This is an optimization exercise on Yosys and OpenROAD, whose aim is small area, a short achievable clock period and few clock cycles per item, not a production implementation.
Where RTL was checked, it was by simulation tests only, not by an equivalence proof against the original.
Power is estimated from default activity; no workload was simulated.

==> flow/design.v (excerpt) <==
module xb64_engine (
    input  wire        clk,
    input  wire        rst,
    input  wire        cmd_valid,
    output wire        cmd_ready,
    input  wire [2:0]  cmd_op,
    input  wire [4:0]  cmd_klen,
    input  wire [7:0]  cmd_tlen,
    input  wire        in_valid,
    output wire        in_ready,
    input  wire [7:0]  in_data,
    output wire        out_valid,
    input  wire        out_ready,
    output wire [7:0]  out_data,
    output wire        done,
    output wire [2:0]  err_code,
    output wire [15:0] err_info
);
Size: ~0.015 mm2 of cells after synthesis.
Settings: LEC_CHECK=0, CAP_MARGIN=20, CORE_MARGIN=2, CORE_UTILIZATION=60, CTS_BUF_LIST=sky130_fd_sc_hd__clkbuf_16, CTS_CLUSTER_DIAMETER=80, CTS_CLUSTER_SIZE=30, SLEW_MARGIN=20; clock period 10.0 ns.
standard.sh (not shown) runs the stock make flow with config.mk's settings and CLKGATE_MAP_FILE= SYNTH_SCRIPT=/design/flow/synth_recipe.tcl, a recipe that flattens the netlist after the stock synthesis.
==> flow/flow/run.sh <==
#!/bin/bash
# The standard layout, with plain buffers on the ports (instead of the
# delay-cell buffers the resizer picks by default) and repair_timing aiming
# for extra setup slack.  Each tool's output goes to the ORFS logs; make's
# own output goes to standard.log here.
set -euo pipefail
export BUFFER_PORTS_ARGS="-buffer_cell sky130_fd_sc_hd__buf_2"
export SETUP_SLACK_MARGIN=7.0
bash standard.sh > standard.log 2>&1
The first run produced a clean layout.
Testbench counts at the start, summed over its fixed seeds: cycles 27,994, bytes 23,804.
Then changed:
--- a/flow/flow/run.sh
+++ b/flow/flow/run.sh
@@ -8 +8 @@
-export SETUP_SLACK_MARGIN=7.0
+export SETUP_SLACK_MARGIN=6.9
CORE_UTILIZATION = 40   (was 60)
Outcome: The changed run went through all stages and came out clean; core utilization is lower by 23 points; via count is higher by 1.8%; power is lower by 1.6%.

---

== the previous run ==
xb64_engine, a different RTL version from the one above (not shown whole).
For scale: about 400 flip-flops, about 60 I/O pins, ~16000 sq um of cells after synthesis.
clock: 10.0 ns
lec_check: 0
cap_margin: 20
core_margin: 2
core_utilization: 40
slew_margin: 20
==> flow/flow/run.sh <==
#!/bin/bash
# The standard layout, with plain buffers on the ports (instead of the
# delay-cell buffers the resizer picks by default) and repair_timing aiming
# for extra setup slack.  Each tool's output goes to the ORFS logs; make's
# own output goes to standard.log here.
set -euo pipefail
export BUFFER_PORTS_ARGS="-buffer_cell sky130_fd_sc_hd__buf_2"
export SETUP_SLACK_MARGIN=6.5
bash standard.sh > standard.log 2>&1
Input-level comparison between the current run and the previous run:
==> flow/run.sh (new file) <==
#!/bin/bash
# synth_recipe.tcl (not shown) runs the flow's synth.tcl, then flattens the netlist and writes it again
# the make line also repeats each setting of config.mk as NAME=value (left out here)
make -C /OpenROAD-flow-scripts/flow DESIGN_CONFIG=/design/flow/config.mk WORK_HOME=/design/flow/orfs CLKGATE_MAP_FILE= SYNTH_SCRIPT=/design/flow/synth_recipe.tcl finish
removed: flow/flow/run.sh
removed: flow/standard.sh
## What came out
- As far as total of max-cap violations is concerned, the current run and the previous run perform about the same.
- | final critical-path required period | lower: the previous run |
- The current run ended up with a lower sequential fraction of total cell area than the previous run did.
- The number of placement rows was comparable across the previous run and the current run.
- Routed wire length was higher in the current run than in the previous run.
- Delta (the current run minus the previous run): final standard cell utilization of the core went up by 0.21 points; layout overhead on the synthesized area went up by 0.51 points; area of combinational cells with multiple inputs went down by about 1.4%.
No functional check of the RTL was part of any run of this note.

---

xb64_engine with an RTL version that a note above also has.
Size in the first run: about 1,300 cells after synthesis, roughly 60 I/O pins.
Settings: LEC_CHECK=0, CAP_MARGIN=20, CORE_MARGIN=2, CORE_UTILIZATION=40, CTS_BUF_LIST=sky130_fd_sc_hd__clkbuf_16, CTS_CLUSTER_DIAMETER=80, CTS_CLUSTER_SIZE=30, SLEW_MARGIN=20; clock period 10.0 ns.
==> flow/flow/run.sh <==
#!/bin/bash
# The standard layout, with plain buffers on the ports (instead of the
# delay-cell buffers the resizer picks by default) and repair_timing aiming
# for extra setup slack.  Each tool's output goes to the ORFS logs; make's
# own output goes to standard.log here.
set -euo pipefail
export BUFFER_PORTS_ARGS="-buffer_cell sky130_fd_sc_hd__buf_2"
export SETUP_SLACK_MARGIN=7.2
bash standard.sh > standard.log 2>&1
Testbench counts at the start, summed over its fixed seeds: cycles 27,994, bytes 23,804.
==> next run, changes <==
==> flow/flow/run.sh (replaced) <==
#!/bin/bash
# The standard layout, with plain buffers on the ports, repair_timing
# aiming for extra setup slack, and a flatter clock tree.  Each tool's output
# goes to the ORFS logs; make's own output goes to standard.log here.
set -euo pipefail
export BUFFER_PORTS_ARGS="-buffer_cell sky130_fd_sc_hd__buf_2"
export SETUP_SLACK_MARGIN=7.0
export CTS_ARGS="-sink_clustering_enable -repair_clock_nets -sink_clustering_size 30 -sink_clustering_max_diameter 80 -buf_list sky130_fd_sc_hd__clkbuf_16 -sink_clustering_levels 1"
bash standard.sh > standard.log 2>&1
=>
- final area falls by 2.1%
- wire length decreases by about 2.5%
- final cell count decreases by 1.0%
- die area stays the same
- global-route usage is lower by 0.14 points
- synthesized area stays the same
- via count is lower by about 0.7%
- sequential power stays flat
- clock power climbs by 5.4%
- core utilization goes down by 0.99 points
- combinational power fell by 3.1%
==> next run, changes <==
==> flow/flow/run.sh (replaced) <==
#!/bin/bash
# The standard layout, with plain buffers on the ports (instead of the
# delay-cell buffers the resizer picks by default) and repair_timing aiming
# for extra setup slack.  Each tool's output goes to the ORFS logs; make's
# own output goes to standard.log here.
set -euo pipefail
export BUFFER_PORTS_ARGS="-buffer_cell sky130_fd_sc_hd__buf_2"
export SETUP_SLACK_MARGIN=7.0
bash standard.sh > standard.log 2>&1
Worst hold slack stays the same.
Via count stays the same.
Core utilization stays the same.
Worst setup slack stays the same.
Total power is unchanged.
Sequential share of layout area is unchanged.
Clock power barely changes.
First-iteration DRC count is unchanged.
Non-clock buffer count is unchanged.

---

Setup of wip/nickel:
Another version of the RTL of xb64_engine (not shown whole).
For scale: roughly 1300 cells after synthesis, roughly 400 flip-flops, roughly 60 I/O pins, ~15000 sq um of cells after synthesis.
clock: 10.0 ns
lec_check: 0
cap_margin: 20
core_margin: 2
core_utilization: 40
slew_margin: 20
==> flow/flow/run.sh <==
#!/bin/bash
# The standard layout, with plain buffers on the ports (instead of the
# delay-cell buffers the resizer picks by default) and repair_timing aiming
# for extra setup slack.  Each tool's output goes to the ORFS logs; make's
# own output goes to standard.log here.
set -euo pipefail
export BUFFER_PORTS_ARGS="-buffer_cell sky130_fd_sc_hd__buf_2"
export SETUP_SLACK_MARGIN=6.5
bash standard.sh > standard.log 2>&1
Testbench counts of wip/nickel, summed over its fixed seeds: cycles 27,994, bytes 23,804.
#### Input delta (wip/sierra over wip/nickel)
Settings: CTS_CLUSTER_DIAMETER now 80, previously not set; CTS_BUF_LIST now sky130_fd_sc_hd__clkbuf_16, previously not set; CTS_CLUSTER_SIZE now 30, previously not set.
-- flow/flow/run.sh --
<<< wip/nickel, line 8
export SETUP_SLACK_MARGIN=6.5
>>> wip/sierra, line 8
export SETUP_SLACK_MARGIN=7.0
==> notes.md <==
- Sort wip/sierra and wip/nickel by sequential share of layout area, ascending, and wip/nickel comes first.
- [compare] base=wip/nickel new=wip/sierra: core occupancy in the finished layout shows a reduction of 0.75 points; combined area of all synthesized cells neither gained nor lost much.
Setup changes, wip/sierra to wip/yarrow
Settings: removing CTS_CLUSTER_DIAMETER (formerly 80); removing CTS_CLUSTER_SIZE (formerly 30); removing CTS_BUF_LIST (formerly sky130_fd_sc_hd__clkbuf_16).
[summary]
Summary of wip/yarrow over wip/sierra: clock power share increased by 11 points relative to the old numbers; via count picked up an extra 229; number of non-clock buffers in the layout lower; design area rose by about 4%; total power draw went up by about 18%. Taking wip/sierra as the reference point, the combinational cell fraction of total power of wip/yarrow falls by 3.4 points.

---

== rev 12 ==
Another version of the RTL of xb64_engine (not shown whole).
Size in the first run: ~1300 cells after synthesis, about 400 flip-flops, about 15000 µm² of cells after synthesis.
Settings: LEC_CHECK=0, CAP_MARGIN=20, CORE_MARGIN=2, CORE_UTILIZATION=40, CTS_BUF_LIST=sky130_fd_sc_hd__clkbuf_16, CTS_CLUSTER_DIAMETER=80, CTS_CLUSTER_SIZE=30, SLEW_MARGIN=20; clock period 10.0 ns.
==> flow/flow/run.sh <==
#!/bin/bash
# The standard layout, with plain buffers on the ports, repair_timing
# aiming for extra setup slack, and clock tree options.  Each tool's output
# goes to the ORFS logs; make's own output goes to standard.log here.
set -euo pipefail
export BUFFER_PORTS_ARGS="-buffer_cell sky130_fd_sc_hd__buf_2"
export SETUP_SLACK_MARGIN=6.9
export CTS_ARGS="-sink_clustering_enable -repair_clock_nets -sink_clustering_size 30 -sink_clustering_max_diameter 80 -buf_list sky130_fd_sc_hd__clkbuf_16 -distance_between_buffers 1000 -branching_point_buffers_distance 1000"
bash standard.sh > standard.log 2>&1
Testbench counts of rev 12, summed over its fixed seeds: cycles 27,994, bytes 23,804.
### rev 12 -> rev 13
==> flow/flow/run.sh <==
#!/bin/bash
# The standard layout, with plain buffers on the ports (instead of the
# delay-cell buffers the resizer picks by default) and repair_timing aiming
# for extra setup slack.  Each tool's output goes to the ORFS logs; make's
# own output goes to standard.log here.
set -euo pipefail
export BUFFER_PORTS_ARGS="-buffer_cell sky130_fd_sc_hd__buf_2"
export SETUP_SLACK_MARGIN=6.9
bash standard.sh > standard.log 2>&1
### Flow results
- Diff rev 13..rev 12 | tap cell instance count | unchanged
- As far as final wirelength goes, rev 12 and rev 13 are indistinguishable; the numbers are identical.
- Diff rev 13..rev 12 | synthesized instance count | unchanged

---

## run C
xb64_engine again, from the RTL that the note above started with.
Settings: LEC_CHECK=0, CAP_MARGIN=20, CORE_MARGIN=2, CORE_UTILIZATION=40, CTS_BUF_LIST=sky130_fd_sc_hd__clkbuf_16, CTS_CLUSTER_DIAMETER=80, CTS_CLUSTER_SIZE=30, SLEW_MARGIN=20; clock period 10.0 ns.
==> flow/flow/run.sh <==
#!/bin/bash
# The standard layout, with plain buffers on the ports, repair_timing
# aiming for extra setup slack, and clock tree options.  Each tool's output
# goes to the ORFS logs; make's own output goes to standard.log here.
set -euo pipefail
export BUFFER_PORTS_ARGS="-buffer_cell sky130_fd_sc_hd__buf_2"
export SETUP_SLACK_MARGIN=6.9
export CTS_ARGS="-sink_clustering_enable -repair_clock_nets -sink_clustering_size 30 -sink_clustering_max_diameter 80 -buf_list sky130_fd_sc_hd__clkbuf_16 -num_static_layers 1"
bash standard.sh > standard.log 2>&1
Testbench counts of run C, summed over its fixed seeds: cycles 27,994, bytes 23,804.
[inputs] run X vs run C
# run C
export LEC_CHECK = 0
export CAP_MARGIN = 20
export CORE_MARGIN = 2
export CORE_UTILIZATION = 40
export CTS_BUF_LIST = sky130_fd_sc_hd__clkbuf_16
export CTS_CLUSTER_DIAMETER = 80
export CTS_CLUSTER_SIZE = 30
export SLEW_MARGIN = 20
create_clock -name core_clock -period 10.0 [get_ports {clk}]
# run X
export LEC_CHECK = 0
export CAP_MARGIN = 20
export CORE_MARGIN = 2
export CORE_UTILIZATION = 40
export CTS_BUF_LIST = sky130_fd_sc_hd__clkbuf_16
export CTS_CLUSTER_DIAMETER = 80
export CTS_CLUSTER_SIZE = 30
export SLEW_MARGIN = 20
export TNS_END_PERCENT = 10
create_clock -name core_clock -period 10.0 [get_ports {clk}]
==> flow/flow/run.sh <==
#!/bin/bash
# The standard layout, with plain buffers on the ports (instead of the
# delay-cell buffers the resizer picks by default) and repair_timing aiming
# for extra setup slack.  Each tool's output goes to the ORFS logs; make's
# own output goes to standard.log here.
set -euo pipefail
export BUFFER_PORTS_ARGS="-buffer_cell sky130_fd_sc_hd__buf_2"
export SETUP_SLACK_MARGIN=6.9
bash standard.sh > standard.log 2>&1
==> notes.md <==
Worst setup slack, run X and run C: smaller value in run X
Looking at wire length across run X and run C, the one that comes out lower is run X.
Maximum resistive drop on vdd, run X and run C, lower one = run X.
Compared with run C, run X shows a number of buffers inserted to repair setup after CTS that is 12 lower.

[separate check: timing with driven ports]
Ports are ideal in the flow. The routed layouts listed here were re-timed in OpenROAD. Step 1, drivers: a clkbuf_16 drives clk and a buf_2 each remaining input, both assumed. Step 2 times the ports against the registers' clock, not the clock port: input delays grow and output delays shrink by t, the midpoint of the rising clock arrivals with the driver on. Slacks: ideal / step 1 / step 2; pairs: ideal / step 1.
run | shift t [ns] | setup slack, ns | worst data-port slew with drivers (ns) | cell pins on the clock port's net
the first run of note 1 | 0.571 | 6.947 / 6.899 / 6.425 | 0.08 | 1
the second run of note 1 | 0.585 | 6.950 / 6.899 / 6.441 | 0.10 | 1
the previous run | 0.603 | 6.507 / 6.535 / 5.933 | 0.04 | 1
the current run | 0.605 | 5.914 / 5.943 / 5.338 | 0.04 | 1
the first run of note 3 | 0.579 | 6.957 / 6.905 / 6.485 | 0.08 | 1
the second run of note 3 | 0.574 | 6.939 / 6.888 / 6.464 | 0.11 | 1
the third run of note 3 | 0.574 | 6.939 / 6.888 / 6.464 | 0.11 | 1
wip/nickel | 0.595 | 6.679 / 6.679 / 6.421 | 0.10 | 1
wip/sierra | 0.575 | 6.932 / 6.922 / 6.575 | 0.07 | 1
wip/yarrow | 0.599 | 6.940 / 6.894 / 6.584 | 0.07 | 1
rev 12 | 0.581 | 6.863 / 6.810 / 6.427 | 0.06 | 1
rev 13 | 0.581 | 6.863 / 6.810 / 6.427 | 0.06 | 1
run C | 0.581 | 6.859 / 6.808 / 6.432 | 0.06 | 1
run X | 0.581 | 6.831 / 6.845 / 6.284 | 0.06 | 1
After both steps every run listed still meets setup and hold. For the current run, which loses most, drivers alone change the setup slack by +0.029 ns; drivers and shift together by -0.576 ns.
